This is an optimization exercise on Yosys and OpenROAD, whose aim is small area, a short achievable clock period and few clock cycles per item, not a production implementation.
The RTL was checked by simulation tests, not by an equivalence proof against the original design.

==> run a <==
==> flow/design.v <==
module ghash_core (
    input  wire         clk,
    input  wire         rst,           
    input  wire         cmd_valid,
    output wire         cmd_ready,
    input  wire [31:0]  cmd_word,
    input  wire [127:0] cmd_data,
    input  wire         h_we,
    input  wire [127:0] h_wdata,
    output reg          done,
    output reg          err,
    output reg  [3:0]   err_code,
    output wire [127:0] x,
    output reg  [63:0]  len_a,
    output reg  [63:0]  len_c,
    output reg  [1:0]   seq,
    output reg          partial
);
    localparam [7:0] OPC_INIT  = 8'h21;
    localparam [7:0] OPC_AAD   = 8'h22;
    localparam [7:0] OPC_TEXT  = 8'h23;
    localparam [7:0] OPC_FINAL = 8'h24;
    localparam [1:0] SEQ_IDLE    = 2'd0;
    localparam [1:0] SEQ_GH_AAD  = 2'd1;
    localparam [1:0] SEQ_GH_TEXT = 2'd2;
    localparam [3:0] E_NONE     = 4'd0;
    localparam [3:0] E_ILLEGAL  = 4'd1;
    localparam [3:0] E_BADLEN   = 4'd2;
    localparam [3:0] E_SEQUENCE = 4'd3;
    localparam [3:0] E_LENOVF   = 4'd7;
    reg [127:0] h;
    reg [127:0] x_q;       
    reg         x_zero;    
    reg [127:0] op_a;      
    reg [63:0]  op_am;     
    reg [95:0]  op_q;      
    reg [63:0]  h_m;       
    reg [95:0]  h_q;
    reg         busy;      
    assign x = x_q & {128{~x_zero}};
    assign cmd_ready = ~busy;
    wire accept = cmd_valid & ~busy;
    wire [7:0]  opc = cmd_word[7:0];
    wire [4:0]  n   = cmd_word[12:8];
    wire        rsv_bad = |cmd_word[31:13];
    wire        is_init  = (opc == OPC_INIT);
    wire        is_aad   = (opc == OPC_AAD);
    wire        is_text  = (opc == OPC_TEXT);
    wire        is_final = (opc == OPC_FINAL);
    wire        has_len  = is_aad || is_text;
    wire illegal = rsv_bad || !(is_init || is_aad || is_text || is_final) ||
                   (!has_len && (n != 5'd0));
    wire badlen  = has_len && ((n == 5'd0) || (n > 5'd16));
    wire aad_ok  = (seq == SEQ_GH_AAD) && !partial;
    wire text_ok = (seq == SEQ_GH_AAD) || ((seq == SEQ_GH_TEXT) && !partial);
    wire fin_ok  = (seq == SEQ_GH_AAD) || (seq == SEQ_GH_TEXT);
    wire seq_bad = (is_aad && !aad_ok) || (is_text && !text_ok) || (is_final && !fin_ok);
    wire [8:0]  la_lo  = {1'b0, len_a[7:0]} + {1'b0, n, 3'd0};
    wire [8:0]  lc_lo  = {1'b0, len_c[7:0]} + {1'b0, n, 3'd0};
    wire [55:0] la_inc = len_a[63:8] + 56'd1;
    wire [55:0] lc_inc = len_c[63:8] + 56'd1;
    wire        la_top = &len_a[63:8];
    wire        lc_top = &len_c[63:8];
    wire [63:0] len_a_new = {la_lo[8] ? la_inc : len_a[63:8], la_lo[7:0]};
    wire [63:0] len_c_new = {lc_lo[8] ? lc_inc : len_c[63:8], lc_lo[7:0]};
    wire ovf = (is_aad && la_lo[8] && la_top) || (is_text && lc_lo[8] && lc_top);
    reg [127:0] din_mask;
    integer i;
    always @(*) begin
        for (i = 0; i < 16; i = i + 1)
            din_mask[127 - 8*i -: 8] = (i < n) ? 8'hFF : 8'h00;
    end
    wire [127:0] block_in = is_final ? {len_a, len_c} : (cmd_data & din_mask);
    wire [127:0] pa, pb;
    genvar g;
    generate
        for (g = 0; g < 128; g = g + 1) begin : rev_in
            assign pa[g] = op_a[127 - g];
            assign pb[g] = h[127 - g];
        end
    endgenerate
    wire [126:0] p0, p2, pm;
    ghash_kmul64r u_p0 (.a(pa[63:0]),   .am(op_q[31:0]),  .b(pb[63:0]),   .bm(h_q[31:0]),  .p(p0));
    ghash_kmul64r u_p2 (.a(pa[127:64]), .am(op_q[63:32]), .b(pb[127:64]), .bm(h_q[63:32]), .p(p2));
    ghash_kmul64r u_pm (.a(op_am),      .am(op_q[95:64]), .b(h_m),        .bm(h_q[95:64]), .p(pm));
    wire [190:0] pt = {64'd0, p0} ^ {p2, 64'd0};
    wire [254:0] pu = {64'd0, pt} ^ {pt, 64'd0};
    wire [254:0] prod = pu ^ {64'd0, pm, 64'd0};
    wire [134:0] fold1 = {7'd0, prod[127:0]} ^
                         {8'd0, prod[254:128]} ^ {7'd0, prod[254:128], 1'b0} ^
                         {6'd0, prod[254:128], 2'b0} ^ {prod[254:128], 7'b0};
    wire [127:0] red   = fold1[127:0] ^
                         {121'd0, fold1[134:128]} ^ {120'd0, fold1[134:128], 1'b0} ^
                         {119'd0, fold1[134:128], 2'b0} ^ {114'd0, fold1[134:128], 7'b0};
    wire [127:0] mul_out;
    generate
        for (g = 0; g < 128; g = g + 1) begin : rev_out
            assign mul_out[127 - g] = red[g];
        end
    endgenerate
    wire [127:0] op_next = x ^ block_in;
    wire [127:0] op_pn, h_p;
    generate
        for (g = 0; g < 128; g = g + 1) begin : rev_nx
            assign op_pn[g] = op_next[127 - g];
            assign h_p[g]   = h[127 - g];
        end
    endgenerate
    wire [63:0] op_am_next = op_pn[63:0] ^ op_pn[127:64];
    wire [63:0] h_m_next   = h_p[63:0] ^ h_p[127:64];
    wire [95:0] op_q_next  = {op_am_next[31:0] ^ op_am_next[63:32],
                              op_pn[95:64] ^ op_pn[127:96],
                              op_pn[31:0] ^ op_pn[63:32]};
    wire [95:0] h_q_next   = {h_m_next[31:0] ^ h_m_next[63:32],
                              h_p[95:64] ^ h_p[127:96],
                              h_p[31:0] ^ h_p[63:32]};
    always @(posedge clk) begin
        h_m <= h_m_next;
        h_q <= h_q_next;
    end
    always @(posedge clk) begin
        op_a  <= op_next;
        op_am <= op_am_next;
        op_q  <= op_q_next;
    end
    always @(posedge clk)
        if (busy)
            x_q <= mul_out;
    always @(posedge clk) begin
        if (rst) begin
            h        <= 128'd0;
            x_zero   <= 1'b1;
            busy     <= 1'b0;
            done     <= 1'b0;
            err      <= 1'b0;
            err_code <= E_NONE;
            len_a    <= 64'd0;
            len_c    <= 64'd0;
            seq      <= SEQ_IDLE;
            partial  <= 1'b0;
        end else begin
            done <= busy;
            busy <= 1'b0;
            if (busy) begin
                x_zero <= 1'b0;
            end else if (accept) begin
                done     <= 1'b1;
                err      <= 1'b0;
                err_code <= E_NONE;
                if (illegal) begin
                    err <= 1'b1; err_code <= E_ILLEGAL;
                end else if (badlen) begin
                    err <= 1'b1; err_code <= E_BADLEN;
                end else if (seq_bad) begin
                    err <= 1'b1; err_code <= E_SEQUENCE;
                end else if (ovf) begin
                    err <= 1'b1; err_code <= E_LENOVF;
                end else if (is_init) begin
                    x_zero  <= 1'b1;
                    len_a   <= 64'd0;
                    len_c   <= 64'd0;
                    seq     <= SEQ_GH_AAD;
                    partial <= 1'b0;
                end else begin
                    done <= 1'b0;
                    busy <= 1'b1;
                    if (is_aad) begin
                        len_a   <= len_a_new;
                        seq     <= SEQ_GH_AAD;
                        partial <= (n < 5'd16);
                    end else if (is_text) begin
                        len_c   <= len_c_new;
                        seq     <= SEQ_GH_TEXT;
                        partial <= (n < 5'd16);
                    end else begin
                        seq     <= SEQ_IDLE;
                        partial <= 1'b0;
                    end
                end
            end else if (h_we && seq == SEQ_IDLE) begin
                h <= h_wdata;
            end
        end
    end
endmodule
module ghash_kmul64r (
    input  wire [63:0]  a,
    input  wire [31:0]  am,    
    input  wire [63:0]  b,
    input  wire [31:0]  bm,    
    output wire [126:0] p
);
    wire [62:0] p0, p2, pm;
    ghash_kmul #(.N(32)) u0 (.a(a[31:0]),  .b(b[31:0]),  .p(p0));
    ghash_kmul #(.N(32)) u2 (.a(a[63:32]), .b(b[63:32]), .p(p2));
    ghash_kmul #(.N(32)) um (.a(am),       .b(bm),       .p(pm));
    wire [94:0]  t = {32'd0, p0} ^ {p2, 32'd0};
    wire [126:0] u = {32'd0, t} ^ {t, 32'd0};
    assign p = u ^ {32'd0, pm, 32'd0};
endmodule
module ghash_kmul #(
    parameter N    = 128,
    parameter LEAF = 8
) (
    input  wire [N-1:0]   a,
    input  wire [N-1:0]   b,
    output wire [2*N-2:0] p
);
    generate
        if (N <= LEAF) begin : school
            reg [2*N-2:0] acc;
            reg [N-1:0]   t;
            integer i, k;
            always @(*) begin
                for (k = 0; k < 2*N-1; k = k + 1) begin
                    for (i = 0; i < N; i = i + 1)
                        t[i] = (k - i >= 0 && k - i < N) ? (a[i] & b[k-i]) : 1'b0;
                    acc[k] = ^t;
                end
            end
            assign p = acc;
        end else begin : kara
            localparam M = N / 2;
            wire [2*M-2:0] p0, p2, pm;
            ghash_kmul #(.N(M), .LEAF(LEAF)) u0 (.a(a[M-1:0]), .b(b[M-1:0]), .p(p0));
            ghash_kmul #(.N(M), .LEAF(LEAF)) u2 (.a(a[N-1:M]), .b(b[N-1:M]), .p(p2));
            ghash_kmul #(.N(M), .LEAF(LEAF)) um (.a(a[M-1:0] ^ a[N-1:M]),
                                                 .b(b[M-1:0] ^ b[N-1:M]), .p(pm));
            wire [N+M-2:0] t = {{M{1'b0}}, p0} ^ {p2, {M{1'b0}}};
            wire [2*N-2:0] u = {{M{1'b0}}, t} ^ {t, {M{1'b0}}};
            assign p = u ^ {{M{1'b0}}, pm, {M{1'b0}}};
        end
    endgenerate
endmodule
==> flow/run.sh <==
#!/bin/bash
# synth_recipe.tcl (not shown) runs the flow's synth.tcl, then flattens the netlist and writes it again
# the make line also repeats each setting of config.mk as NAME=value (left out here)
make -C /OpenROAD-flow-scripts/flow DESIGN_CONFIG=/design/flow/config.mk WORK_HOME=/design/flow/orfs CLKGATE_MAP_FILE= SYNTH_SCRIPT=/design/flow/synth_recipe.tcl finish
==> flow/config.mk <==
export PLATFORM = sky130hd
export DESIGN_NAME = ghash_core
export DESIGN_NICKNAME = ghash_core
export VERILOG_FILES = /design/flow/design.v
export SDC_FILE = /design/flow/constraint.sdc
export NUM_CORES = 4
export LEC_CHECK = 0
export CAP_MARGIN = 20
export CORE_MARGIN = 2
export CORE_UTILIZATION = 55
export SLEW_MARGIN = 20
export SYNTH_HIERARCHICAL = 1
export SYNTH_MINIMUM_KEEP_SIZE = 0
==> flow/constraint.sdc <==
create_clock -name core_clock -period 5.0 [get_ports {clk}]
set_input_delay 1.0000 -clock core_clock [delete_from_list [all_inputs] [get_ports {clk}]]
set_output_delay 1.0000 -clock core_clock [all_outputs]
set_load 0.01 [all_outputs]
==> inputs of run b, as changes to run a <==
--- a/flow/design.v
+++ b/flow/design.v
@@ -31,3 +31,3 @@
     reg [127:0] h;
-    reg [127:0] x_q;       
+    reg [126:0] p0_q, p2_q, pm_q;  
     reg         x_zero;    
@@ -39,3 +39,2 @@
     reg         busy;      
-    assign x = x_q & {128{~x_zero}};
     assign cmd_ready = ~busy;
@@ -85,5 +84,5 @@
     ghash_kmul64r u_pm (.a(op_am),      .am(op_q[95:64]), .b(h_m),        .bm(h_q[95:64]), .p(pm));
-    wire [190:0] pt = {64'd0, p0} ^ {p2, 64'd0};
+    wire [190:0] pt = {64'd0, p0_q} ^ {p2_q, 64'd0};
     wire [254:0] pu = {64'd0, pt} ^ {pt, 64'd0};
-    wire [254:0] prod = pu ^ {64'd0, pm, 64'd0};
+    wire [254:0] prod = pu ^ {64'd0, pm_q, 64'd0};
     wire [134:0] fold1 = {7'd0, prod[127:0]} ^
@@ -125,5 +124,9 @@
     end
+    assign x = mul_out & {128{~x_zero}};
     always @(posedge clk)
-        if (busy)
-            x_q <= mul_out;
+        if (busy) begin
+            p0_q <= p0;
+            p2_q <= p2;
+            pm_q <= pm;
+        end
     always @(posedge clk) begin
CAP_MARGIN = 30   (was 20)
CORE_UTILIZATION = 50   (was 55)
SETUP_SLACK_MARGIN = 0.35   (was default)
SLEW_MARGIN = 30   (was 20)
==> results_dict.tcl <==
set metrics [dict create \
    violations "antenna rules" \
    cp_num_cells 5 \
    synthTopCellsByCount "nand2_1 (5,283), xnor2_1 (5,143), xor2_1 (2,664)" \
    worstPathCellList "xnor2_1, xnor2_1, xnor2_1, nor2_1, clkdlybuf4s50_1" \
    antenna_left 1 \
    m1WireLength_um 262000 \
    status "finished with violations" \
    worstHoldEndpoint "h[82]" \
    grt_pass1_wl_um 990000 \
    synth-edff-count 381 \
    maxSlewViolCount 0 \
    grt_pass1_vias 116000 \
    routed_wl_um 751000 \
    firstDrtPassIters 10 \
    finClkSkew_ps 84.8 \
]
(the above is from run b)
==> results_dict.tcl <==
set metrics [dict create \
    status "finished with violations" \
    maxSlewViolCount 5 \
    synth-edff-count 128 \
    cp_num_cells 18 \
    m1WireLength_um 239000 \
    maxCapViolCount 1 \
    firstDrtPassIters 9 \
    finalSetupViolCount 32 \
    grt_pass1_wl_um 927000 \
    routed_wl_um 691000 \
    layout_setup_ws_ps -178 \
    violations "capacitance limit, slew limit, setup timing" \
    antenna_left 0 \
]
(the above is from run a)
Testbench counts of run a, summed over its fixed seeds: cycles 4,728, commands 2,364.
Testbench counts of run b, summed over its fixed seeds: cycles 4,728, commands 2,364.

port drivers added, routing unchanged:
Ports are ideal in the flow. The routed layouts listed here were re-timed in OpenROAD.
Step 1 sets driving cells, clkbuf_16 on the clock port and buf_2 on the other inputs (assumed; they add their load-dependent delay and slew).
Step 2 adds t to the input delays and takes it off the output delays; t is the mean of the earliest and latest rising clock arrival at the registers after step 1. Input paths then give back, and output paths get back, about the clock's delay inside the block.
a / b / c = ideal ports / drivers / drivers and shift; a / b = the first two.
| run | shift t [ns] | setup WS [ns] | latest minus earliest clock arrival (ns) | worst register clock-pin slew, ns | worst slew at a driven data input, ns |
|---|---|---|---|---|---|
| run a | 0.948 | -0.178 / -0.178 / -0.604 | 0.070 / 0.071 | 0.08 / 0.08 | 0.19 |
| run b | 0.944 | 0.173 / 0.061 / 0.276 | 0.090 / 0.089 | 0.08 / 0.08 | 0.19 |
The setup slack of run a, which loses most, moves by 0.000 ns with the drivers and by -0.426 ns with both steps.
